From an optimization exercise on the open Yosys and OpenROAD flow, aimed at small area; shortcuts taken in it are not production practice.
In this exercise RTL edits were held to simulation tests only and were not proved equivalent to the original.
Power figures rest on the tool's default switching activity, not on a simulated workload.

green:
// fcr_top
module fcr_top (
    input  wire        clk,
    input  wire        rst,
    input  wire        enc_valid,
    input  wire [7:0]  enc_data,
    output wire        enc_ready,
    output wire        enc_err,
    output wire        wire_valid,
    output wire [7:0]  wire_data,
    output wire        wire_last,
    input  wire        wire_ready,
    input  wire [15:0] rd_natt,
    input  wire [15:0] rd_explen,
    input  wire [3:0]  rd_start,
    input  wire [3:0]  rx_valid,
    input  wire [31:0] rx_data,
    input  wire [3:0]  rx_empty,
    output wire [3:0]  rx_ready,
    output wire [3:0]  pl_valid,
    output wire [31:0] pl_data,
    output wire [3:0]  pl_clear,
    output wire [3:0]  rx_done,
    output wire [3:0]  rc_frame,
    output wire [7:0]  dstat,
    output wire [39:0] dlen,
    output wire [39:0] raw_cnt,
    output wire [3:0]  f_lenerr,
    output wire [3:0]  f_ovf,
    output wire [3:0]  f_resync,
    output wire [31:0] d_len,
    output wire [31:0] d_chk
);
==> flow/config.mk <==
export PLATFORM = sky130hd
export DESIGN_NAME = fcr_top
export DESIGN_NICKNAME = fcr_top
export VERILOG_FILES = /design/flow/design.v
export SDC_FILE = /design/flow/constraint.sdc
export NUM_CORES = 4
export LEC_CHECK = 0
export CAP_MARGIN = 20
export CORE_MARGIN = 2
export CORE_UTILIZATION = 70
export PLACE_DENSITY = 0.8
export SLEW_MARGIN = 20
==> flow/constraint.sdc <==
create_clock -name core_clock -period 7.0 [get_ports {clk}]
set_input_delay 1.4000 -clock core_clock [delete_from_list [all_inputs] [get_ports {clk}]]
set_output_delay 1.4000 -clock core_clock [all_outputs]
set_load 0.01 [all_outputs]
standard.sh (not shown) runs the stock make flow with config.mk's settings and CLKGATE_MAP_FILE= SYNTH_SCRIPT=/design/flow/synth_recipe.tcl, a recipe that flattens the netlist after the stock synthesis.
==> flow/flow/run.sh <==
#!/bin/bash
# Standard ORFS layout, with: the standard flow's synthesis but an area-oriented ABC script
# (with deep resynthesis), ripple-carry adders (flow/lcu_ripple.v) in place of
# Kogge-Stone and no full/half-adder cell extraction (left to ABC),
# smaller port buffers, a sparser clock tree with no dummy loads.
set -euo pipefail
cd "$(dirname "$0")/.."
W=$(pwd)
export FLOW_SYNTH_TCL=$W/synth_recipe.tcl
export MY_ABC_SCRIPT=$W/flow/area.abc
export SYNTH_OPERATIONS_ARGS="-extra-map $W/flow/lcu_ripple.v"
export ADDER_MAP_FILE=
sed "s#SYNTH_SCRIPT=[^ ]*synth_recipe.tcl#SYNTH_SCRIPT=$W/flow/my_synth.tcl#" standard.sh > my_standard.sh
grep -q "SYNTH_SCRIPT=$W/flow/my_synth.tcl" my_standard.sh
export BUFFER_PORTS_ARGS="-buffer_cell sky130_fd_sc_hd__buf_1"
export CTS_ARGS="-sink_clustering_enable -repair_clock_nets -dont_use_dummy_load -buf_list sky130_fd_sc_hd__clkbuf_4 -sink_clustering_size 10 -sink_clustering_max_diameter 40"
bash my_standard.sh > standard_make.log 2>&1
cp -r orfs/logs flow_logs 2>/dev/null || true
==> flow/flow/area.abc <==
strash
&get -n
&st
&deepsyn -T 120
&dch -f
&nf -R 1000 -p
&put
mfs2
&get -n
&st
&dch -f
&nf -R 1000 -p
&put
==> flow/flow/lcu_ripple.v <==
(* techmap_celltype = "$lcu" *)
module _80_lcu_ripple (P, G, CI, CO);
	parameter WIDTH = 2;

	(* force_downto *)
	input [WIDTH-1:0] P, G;
	input CI;

	(* force_downto *)
	output [WIDTH-1:0] CO;

	integer i;
	(* force_downto *)
	reg [WIDTH-1:0] co;
	reg c;

	wire [1023:0] _TECHMAP_DO_ = "proc; opt -fast";

	always @* begin
		c = CI;
		for (i = 0; i < WIDTH; i = i + 1) begin
			c = G[i] | (P[i] & c);
			co[i] = c;
		end
	end

	assign CO = co;
endmodule
==> flow/flow/my_synth.tcl <==
# The standard synthesis (synth_recipe.tcl), with ABC's technology mapping
# run from an area-oriented script (flow/area.abc) instead of ORFS's speed script.
proc abc {args} {
  set i [lsearch -exact $args -script]
  if {$i >= 0} { lset args [expr {$i + 1}] $::env(MY_ABC_SCRIPT) }
  yosys abc {*}$args
}
source $::env(FLOW_SYNTH_TCL)
[inputs] blue vs green
==> flow/flow/run.sh <==
#!/bin/bash
# Standard ORFS layout with smaller port buffers, a sparser clock tree with
# no dummy loads, and power recovery (downsizing of non-critical gates).
set -euo pipefail
cd "$(dirname "$0")/.."
export BUFFER_PORTS_ARGS="-buffer_cell sky130_fd_sc_hd__buf_1"
export CTS_ARGS="-sink_clustering_enable -repair_clock_nets -dont_use_dummy_load -buf_list sky130_fd_sc_hd__clkbuf_4 -sink_clustering_size 10 -sink_clustering_max_diameter 40"
export RECOVER_POWER=100
bash standard.sh > standard_make.log 2>&1
cp -r orfs/logs flow_logs 2>/dev/null || true
removed: flow/flow/area.abc
removed: flow/flow/lcu_ripple.v
removed: flow/flow/my_synth.tcl
Total vias in the final route deteriorates in blue relative to green.
The run showing the greater non-clock buffer share of cell area is green.
Compared with green, number of non-clock inverters in blue increased by more than 10%.
g_ch[3].u_ch.p2[7] as the critical path startpoint was reported by green, and g_ch[2].u_ch.p2[3] by blue.
Fraction of final layout cells sized beyond drive strength 1 sits lower in blue than in green.
blue finished all stages; layout check result: FAIL, due to max-capacitance violations, max-slew violations.
Between blue and green, it is blue whose final wirelength is higher, by 3.9%.
Cmp blue vs green: synthesized cell count higher in blue
Compared to green, blue shows a narrower setup margin.
Measured against each other, blue and green differ in average wire length per cell after detail routing, the higher figure coming from green.
Lower switching part of the total power among blue and green: green
Leakage power total up about 10% in blue wrt green
Compared with green, blue shows a final area that is about 10% higher.

run A:
The RTL this note starts from:
==> flow/design.v <==
module fcr_enc (
    input  wire       clk,
    input  wire       rst,
    input  wire       in_valid,
    input  wire [7:0] in_data,
    output wire       in_ready,
    output reg        err,
    output wire       out_valid,
    output reg  [7:0] out_data,
    output wire       out_last,
    input  wire       out_ready
);
    localparam [3:0] E_IDLE = 4'd0, E_START = 4'd1, E_LEN = 4'd2, E_PAY = 4'd3,
                     E_PESC = 4'd4, E_PDAT = 4'd5, E_CESC = 4'd6, E_CHK = 4'd7,
                     E_END = 4'd8;
    reg [3:0] state;
    reg [7:0] left;
    reg [7:0] sum;           
    reg [7:0] data;
    function needs_esc(input [7:0] b);
        needs_esc = (b == 8'h03) || (b == 8'h10);
    endfunction
    assign in_ready  = (state == E_IDLE) || (state == E_PAY);
    assign out_valid = !in_ready;
    assign out_last  = (state == E_END);
    always @(*) begin
        case (state)
            E_START: out_data = 8'h02;
            E_PESC:  out_data = 8'h10;
            E_PDAT:  out_data = data;
            E_CESC:  out_data = 8'h10;
            E_END:   out_data = 8'h03;
            default: out_data = sum;
        endcase
    end
    always @(posedge clk) begin
        if (rst) begin
            state <= E_IDLE;
            err   <= 1'b0;
        end else begin
            err <= 1'b0;
            case (state)
                E_IDLE:
                    if (in_valid) begin
                        if (in_data == 8'd0)
                            err <= 1'b1;
                        else
                            state <= E_START;
                    end
                E_START:
                    if (out_ready) state <= E_LEN;
                E_LEN:
                    if (out_ready) state <= E_PAY;
                E_PAY:
                    if (in_valid) state <= needs_esc(in_data) ? E_PESC : E_PDAT;
                E_PESC:
                    if (out_ready) state <= E_PDAT;
                E_PDAT:
                    if (out_ready) begin
                        if (left == 8'd0)
                            state <= needs_esc(sum) ? E_CESC : E_CHK;
                        else
                            state <= E_PAY;
                    end
                E_CESC:
                    if (out_ready) state <= E_CHK;
                E_CHK:
                    if (out_ready) state <= E_END;
                E_END:
                    if (out_ready) state <= E_IDLE;
                default:
                    state <= E_IDLE;
            endcase
        end
    end
    wire take_pay = (state == E_PAY) && in_valid;
    always @(posedge clk) begin
        left <= (state == E_IDLE) ? in_data : left - {7'd0, take_pay};
        sum  <= (state == E_IDLE) ? in_data : sum + (take_pay ? in_data : 8'd0);
        if (take_pay)
            data <= in_data;
    end
endmodule
module fcr_rx_chan (
    input  wire        clk,
    input  wire        rst,
    input  wire        rd_start,
    input  wire [15:0] rd_natt,
    input  wire [15:0] rd_explen,
    input  wire        rx_valid,
    input  wire [7:0]  rx_data,
    input  wire        rx_empty,
    output wire        rx_ready,
    output reg         pl_valid,
    output wire [7:0]  pl_data,
    output reg         pl_clear,
    output wire        done,
    output wire        rc_frame,
    output wire [1:0]  dstat,
    output wire [9:0]  dlen,
    output wire [9:0]  raw_cnt,
    output wire        f_lenerr,
    output wire        f_ovf,
    output wire        f_resync,
    output wire [7:0]  d_len,
    output wire [7:0]  d_chk
);
    localparam [7:0] START_MARKER = 8'h02;
    localparam [7:0] END_MARKER   = 8'h03;
    localparam [7:0] ESCAPE       = 8'h10;
    reg [1:0]  st;
    reg [9:0]  cnt;          
    reg        esc;          
    reg        started;      
    reg [15:0] att;          
    reg [9:0]  explen;       
    reg        explen_hi;    
    reg        fo, fr;
    reg [9:0]  n;            
    reg [7:0]  sum;          
    reg [7:0]  p1, p2, p3;   
    reg [7:0]  lenb;         
    wire active = (st == 2'b01);
    assign rx_ready = active;
    assign done     = st[1];
    wire start      = rd_start && !active;
    wire take_byte  = active && rx_valid;
    wire take_empty = active && !rx_valid && rx_empty;
    wire b_start = (rx_data == START_MARKER);
    wire b_end   = (rx_data == END_MARKER);
    wire b_esc   = (rx_data == ESCAPE);
    wire is_resync = b_start && (cnt != 10'd0) && !started;
    wire is_ovf    = cnt[9] && cnt[1] && cnt[0];
    wire restart   = is_resync || is_ovf;
    wire k0        = restart || (cnt == 10'd0);
    wire started_k = k0 ? b_start : started;
    wire cls_len   = !k0 && (cnt == 10'd1) && started;
    wire cls_start = k0 && b_start;
    wire plain     = !cls_len && !cls_start && !(esc && !restart);
    wire cls_esc   = plain && b_esc;
    wire cls_end   = plain && b_end;
    wire app       = take_byte && !cls_esc;        
    wire tr        = take_byte && restart;         
    wire [9:0] nk  = restart ? 10'd0 : n;
    wire [9:0]  cnt_inc = cnt + {9'd0, take_byte};
    wire [9:0]  n_inc   = n + {9'd0, app};
    wire [15:0] att_dec = att - {15'd0, take_empty};
    always @(posedge clk) begin
        if (rst) begin
            st       <= 2'b00;
            pl_valid <= 1'b0;
            pl_clear <= 1'b0;
        end else begin
            pl_valid <= app && started_k && (nk >= 10'd4);
            pl_clear <= start || (take_byte && is_ovf && !is_resync);
            if (start)
                st <= (rd_natt == 16'd0) ? 2'b10 : 2'b01;
            else if (take_byte && cls_end)
                st <= 2'b11;
            else if (take_empty && att == 16'd1)
                st <= 2'b10;
        end
    end
    always @(posedge clk) begin
        cnt <= start ? 10'd0 : tr ? 10'd1 : cnt_inc;
        n   <= start ? 10'd0 : tr ? {9'd0, app} : n_inc;
        att <= start ? rd_natt : att_dec;
        fo  <= !start && (fo || (take_byte && is_ovf && !is_resync));
        fr  <= !start && (fr || (take_byte && is_resync));
        p3  <= p2;
        sum <= (app && nk < 10'd3) ? 8'd0 : sum + (app ? p2 : 8'd0);
    end
    always @(posedge clk) begin
        if (start) begin
            esc       <= 1'b0;
            explen    <= rd_explen[9:0];
            explen_hi <= |rd_explen[15:10];
        end else if (take_byte) begin
            started <= started_k;
            esc     <= cls_esc;
            if (!cls_esc) begin
                p1 <= rx_data;
                p2 <= p1;
                if (nk == 10'd1)
                    lenb <= rx_data;
            end
        end
    end
    wire short = (n < 10'd5);
    wire ok    = !short && started && st[0] && (sum == p2);
    assign pl_data  = p3;
    assign rc_frame = st[0];
    assign dstat    = short ? 2'd1 : (!started || !st[0]) ? 2'd3 : (sum != p2) ? 2'd2 : 2'd0;
    assign dlen     = ok ? n : 10'd0;
    assign raw_cnt  = cnt;
    assign f_lenerr = st[0] && (explen_hi || (cnt != explen));
    assign f_ovf    = fo;
    assign f_resync = fr;
    assign d_len    = ok ? lenb : 8'd0;
    assign d_chk    = ok ? p2 : 8'd0;
endmodule
module fcr_top (
    input  wire        clk,
    input  wire        rst,
    input  wire        enc_valid,
    input  wire [7:0]  enc_data,
    output wire        enc_ready,
    output wire        enc_err,
    output wire        wire_valid,
    output wire [7:0]  wire_data,
    output wire        wire_last,
    input  wire        wire_ready,
    input  wire [15:0] rd_natt,
    input  wire [15:0] rd_explen,
    input  wire [3:0]  rd_start,
    input  wire [3:0]  rx_valid,
    input  wire [31:0] rx_data,
    input  wire [3:0]  rx_empty,
    output wire [3:0]  rx_ready,
    output wire [3:0]  pl_valid,
    output wire [31:0] pl_data,
    output wire [3:0]  pl_clear,
    output wire [3:0]  rx_done,
    output wire [3:0]  rc_frame,
    output wire [7:0]  dstat,
    output wire [39:0] dlen,
    output wire [39:0] raw_cnt,
    output wire [3:0]  f_lenerr,
    output wire [3:0]  f_ovf,
    output wire [3:0]  f_resync,
    output wire [31:0] d_len,
    output wire [31:0] d_chk
);
    localparam N_CH = 4;
    fcr_enc u_enc (
        .clk       (clk),
        .rst       (rst),
        .in_valid  (enc_valid),
        .in_data   (enc_data),
        .in_ready  (enc_ready),
        .err       (enc_err),
        .out_valid (wire_valid),
        .out_data  (wire_data),
        .out_last  (wire_last),
        .out_ready (wire_ready)
    );
    genvar c;
    generate
        for (c = 0; c < N_CH; c = c + 1) begin : g_ch
            fcr_rx_chan u_ch (
                .clk      (clk),
                .rst      (rst),
                .rd_start (rd_start[c]),
                .rd_natt  (rd_natt),
                .rd_explen  (rd_explen),
                .rx_valid (rx_valid[c]),
                .rx_data  (rx_data[8*c +: 8]),
                .rx_empty (rx_empty[c]),
                .rx_ready (rx_ready[c]),
                .pl_valid (pl_valid[c]),
                .pl_data  (pl_data[8*c +: 8]),
                .pl_clear (pl_clear[c]),
                .done     (rx_done[c]),
                .rc_frame (rc_frame[c]),
                .dstat    (dstat[2*c +: 2]),
                .dlen     (dlen[10*c +: 10]),
                .raw_cnt  (raw_cnt[10*c +: 10]),
                .f_lenerr   (f_lenerr[c]),
                .f_ovf    (f_ovf[c]),
                .f_resync (f_resync[c]),
                .d_len    (d_len[8*c +: 8]),
                .d_chk    (d_chk[8*c +: 8])
            );
        end
    endgenerate
endmodule
clock: 7.0 ns
lec_check: 0
cap_margin: 20
core_margin: 2
core_utilization: 70
place_density: 0.8
slew_margin: 20
==> flow/flow/run.sh <==
#!/bin/bash
# Standard ORFS layout, with: the standard flow's synthesis but an area-oriented ABC script
# and ripple-carry adders (flow/lcu_ripple.v) in place of Kogge-Stone,
# smaller port buffers, a sparser clock tree with no dummy loads.
set -euo pipefail
cd "$(dirname "$0")/.."
W=$(pwd)
export FLOW_SYNTH_TCL=$W/synth_recipe.tcl
export MY_ABC_SCRIPT=$W/flow/area.abc
export SYNTH_OPERATIONS_ARGS="-extra-map $W/flow/lcu_ripple.v"
sed "s#SYNTH_SCRIPT=[^ ]*synth_recipe.tcl#SYNTH_SCRIPT=$W/flow/my_synth.tcl#" standard.sh > my_standard.sh
grep -q "SYNTH_SCRIPT=$W/flow/my_synth.tcl" my_standard.sh
export BUFFER_PORTS_ARGS="-buffer_cell sky130_fd_sc_hd__buf_1"
export CTS_ARGS="-sink_clustering_enable -repair_clock_nets -dont_use_dummy_load -buf_list sky130_fd_sc_hd__clkbuf_4 -sink_clustering_size 10 -sink_clustering_max_diameter 40"
bash my_standard.sh > standard_make.log 2>&1
cp -r orfs/logs flow_logs 2>/dev/null || true
==> flow/flow/area.abc <==
strash
&get -n
&st
&syn2
&dch -f
&nf -R 1000 -p
&put
mfs2
&get -n
&st
&syn2
&dch -f
&nf -R 1000 -p
&put
mfs2
&get -n
&st
&dch -f
&nf -R 1000 -p
&put
==> flow/flow/lcu_ripple.v <==
(* techmap_celltype = "$lcu" *)
module _80_lcu_ripple (P, G, CI, CO);
	parameter WIDTH = 2;

	(* force_downto *)
	input [WIDTH-1:0] P, G;
	input CI;

	(* force_downto *)
	output [WIDTH-1:0] CO;

	integer i;
	(* force_downto *)
	reg [WIDTH-1:0] co;
	reg c;

	wire [1023:0] _TECHMAP_DO_ = "proc; opt -fast";

	always @* begin
		c = CI;
		for (i = 0; i < WIDTH; i = i + 1) begin
			c = G[i] | (P[i] & c);
			co[i] = c;
		end
	end

	assign CO = co;
endmodule
==> flow/flow/my_synth.tcl <==
# The standard synthesis (synth_recipe.tcl), with ABC's technology mapping
# run from an area-oriented script (flow/area.abc) instead of ORFS's speed script.
proc abc {args} {
  set i [lsearch -exact $args -script]
  if {$i >= 0} { lset args [expr {$i + 1}] $::env(MY_ABC_SCRIPT) }
  yosys abc {*}$args
}
source $::env(FLOW_SYNTH_TCL)
[inputs] run B vs run A
# run A
export LEC_CHECK = 0
export CAP_MARGIN = 20
export CORE_MARGIN = 2
export CORE_UTILIZATION = 70
export PLACE_DENSITY = 0.8
export SLEW_MARGIN = 20
create_clock -name core_clock -period 7.0 [get_ports {clk}]
# run B
export LEC_CHECK = 0
export CAP_MARGIN = 20
export CORE_MARGIN = 2
export CORE_UTILIZATION = 77
export PLACE_DENSITY = 0.86
export SLEW_MARGIN = 20
create_clock -name core_clock -period 7.0 [get_ports {clk}]
--- outcome ---
- Run B: done, clean on timing, DRC and antenna
- Run A completed; timing, DRC and antenna clean
- Compared to run A, the routing of run B uses more wire.
- Total length of routed met3 wires grows by more than 10% when moving from run A to run B.
- Post-synthesis to final-layout area growth: run B lower than run A
- [compare] base=run A new=run B: headroom to the max-slew limit lower; number of inserted diodes went down by 1; power share of the combinational group held; number of global-route vias before repair went up 315.
Inputs modified between run B and run C:
# run B
export LEC_CHECK = 0
export CAP_MARGIN = 20
export CORE_MARGIN = 2
export CORE_UTILIZATION = 77
export PLACE_DENSITY = 0.86
export SLEW_MARGIN = 20
create_clock -name core_clock -period 7.0 [get_ports {clk}]
# run C
export LEC_CHECK = 0
export CAP_MARGIN = 20
export CORE_MARGIN = 2
export CORE_UTILIZATION = 70
export PLACE_DENSITY = 0.8
export SLEW_MARGIN = 20
create_clock -name core_clock -period 7.0 [get_ports {clk}]
diff --git a/flow/flow/run.sh b/flow/flow/run.sh
--- a/flow/flow/run.sh
+++ b/flow/flow/run.sh
@@ -1,4 +1,3 @@
 #!/bin/bash
-# Standard ORFS layout, with: the standard flow's synthesis but an area-oriented ABC script
-# and ripple-carry adders (flow/lcu_ripple.v) in place of Kogge-Stone,
+# Standard ORFS layout, with: the standard flow's synthesis but an area-oriented ABC script,
 # smaller port buffers, a sparser clock tree with no dummy loads.
@@ -9,3 +8,2 @@
 export MY_ABC_SCRIPT=$W/flow/area.abc
-export SYNTH_OPERATIONS_ARGS="-extra-map $W/flow/lcu_ripple.v"
 sed "s#SYNTH_SCRIPT=[^ ]*synth_recipe.tcl#SYNTH_SCRIPT=$W/flow/my_synth.tcl#" standard.sh > my_standard.sh
==> flow/flow/area.abc <==
&get -n
&st
&syn2
&dch -f
&nf -R 1000 -p
&st
&syn2
&dch -f
&nf -R 1000 -p
&st
&syn2
&dch -f
&nf -R 1000 -p
&put
removed: flow/flow/lcu_ripple.v
--- outcome ---
- Density: run C sparser than run B
- Run C vs. run B: share of total power in sequential cells fell 2.2 points; portion of total power attributed to combinational logic rose 2.6 points; portion of total power attributed to the clock network fell 0.4 points.
- Re total power draw: run C is about 4.3% up on run B.
- Total stage count of the critical path: lower on run C
- Sort run C and run B by first-pass GRT wire length desc -> top: run C
diff inputs: run C => run D
# run C
export LEC_CHECK = 0
export CAP_MARGIN = 20
export CORE_MARGIN = 2
export CORE_UTILIZATION = 70
export PLACE_DENSITY = 0.8
export SLEW_MARGIN = 20
create_clock -name core_clock -period 7.0 [get_ports {clk}]
# run D
export LEC_CHECK = 0
export CAP_MARGIN = 0
export CORE_MARGIN = 2
export CORE_UTILIZATION = 75
export PLACE_DENSITY = 0.85
export SLEW_MARGIN = 0
create_clock -name core_clock -period 7.0 [get_ports {clk}]
diff --git a/flow/flow/run.sh b/flow/flow/run.sh
--- a/flow/flow/run.sh
+++ b/flow/flow/run.sh
@@ -1,3 +1,5 @@
 #!/bin/bash
-# Standard ORFS layout, with: the standard flow's synthesis but an area-oriented ABC script,
+# Standard ORFS layout, with: the standard flow's synthesis but an area-oriented ABC script
+# (with deep resynthesis), ripple-carry adders (flow/lcu_ripple.v) in place of
+# Kogge-Stone and no full/half-adder cell extraction (left to ABC),
 # smaller port buffers, a sparser clock tree with no dummy loads.
@@ -8,2 +10,4 @@
 export MY_ABC_SCRIPT=$W/flow/area.abc
+export SYNTH_OPERATIONS_ARGS="-extra-map $W/flow/lcu_ripple.v"
+export ADDER_MAP_FILE=
 sed "s#SYNTH_SCRIPT=[^ ]*synth_recipe.tcl#SYNTH_SCRIPT=$W/flow/my_synth.tcl#" standard.sh > my_standard.sh
==> flow/flow/area.abc <==
strash
&get -n
&st
&deepsyn -T 120
&dch -f
&nf -R 1000 -p -a
&put
mfs3 -a
&get -n
&st
&dch -f
&nf -R 1000 -p -a
&put
==> flow/flow/lcu_ripple.v (new file) <==
(* techmap_celltype = "$lcu" *)
module _80_lcu_ripple (P, G, CI, CO);
	parameter WIDTH = 2;

	(* force_downto *)
	input [WIDTH-1:0] P, G;
	input CI;

	(* force_downto *)
	output [WIDTH-1:0] CO;

	integer i;
	(* force_downto *)
	reg [WIDTH-1:0] co;
	reg c;

	wire [1023:0] _TECHMAP_DO_ = "proc; opt -fast";

	always @* begin
		c = CI;
		for (i = 0; i < WIDTH; i = i + 1) begin
			c = G[i] | (P[i] & c);
			co[i] = c;
		end
	end

	assign CO = co;
endmodule
==> notes.md <==
- Run D finished every step from synthesis to the final layout, and the layout passed the timing, DRC and antenna checks.
- | net switching power | run D vs run C | better |
- Summary: with run C as the reference, wire length of the first global-routing pass in run D moved down by a few percent.
- As far as relative area change from synthesis to final layout is concerned, run D and run C perform about the same.
- The higher met1 global-route usage of run D and run C is in run D.
- Summary: with run C as the reference, total number of placement rows in run D moved down by a few percent.
- Looking at hold slack across both flows, run D is the stronger of the two, with run C trailing.
- Relative to run C, the tapcell count measured on run D has decreased by more than 10%.
- Uppermost layer routed = met4: run D; uppermost layer routed = met5: run C
- Run D ends up with lower power of the combinational group than run C does.
- Run D against run C; number of signal-net buffers in the layout is down slightly.

## port drivers added, routing unchanged
The flow's constraints put no driver on any port. The routed layouts listed below were extracted and timed again, unchanged, in two steps.
Step 1 assumes that a clkbuf_16 drives the clock port and a buf_2 every other input.
Step 2 adds t to the input delays and takes it off the output delays; t is the mean of the earliest and latest rising clock arrival at the registers after step 1. Input paths then give back, and output paths get back, about the clock's delay inside the block.
Three values: ideal, step 1, step 2; two values: the first two.
| run | shift t [ns] | setup WS [ns] | clock arrival spread, ns |
|---|---|---|---|
| green | 0.720 | 2.440 / 2.397 / 1.934 | 0.075 / 0.075 |
| blue | 0.734 | 1.570 / 1.522 / 1.598 | 0.065 / 0.065 |
| run A | 0.716 | 0.932 / 0.958 / 0.242 | 0.051 / 0.052 |
| run B | 0.715 | 0.701 / 0.725 / 0.010 | 0.059 / 0.059 |
| run C | 0.736 | 2.262 / 2.286 / 1.550 | 0.068 / 0.068 |
| run D | 0.732 | 2.161 / 2.176 / 1.454 | 0.073 / 0.072 |
For run C, which loses most, drivers alone change the setup slack by +0.024 ns; drivers and shift together by -0.712 ns.
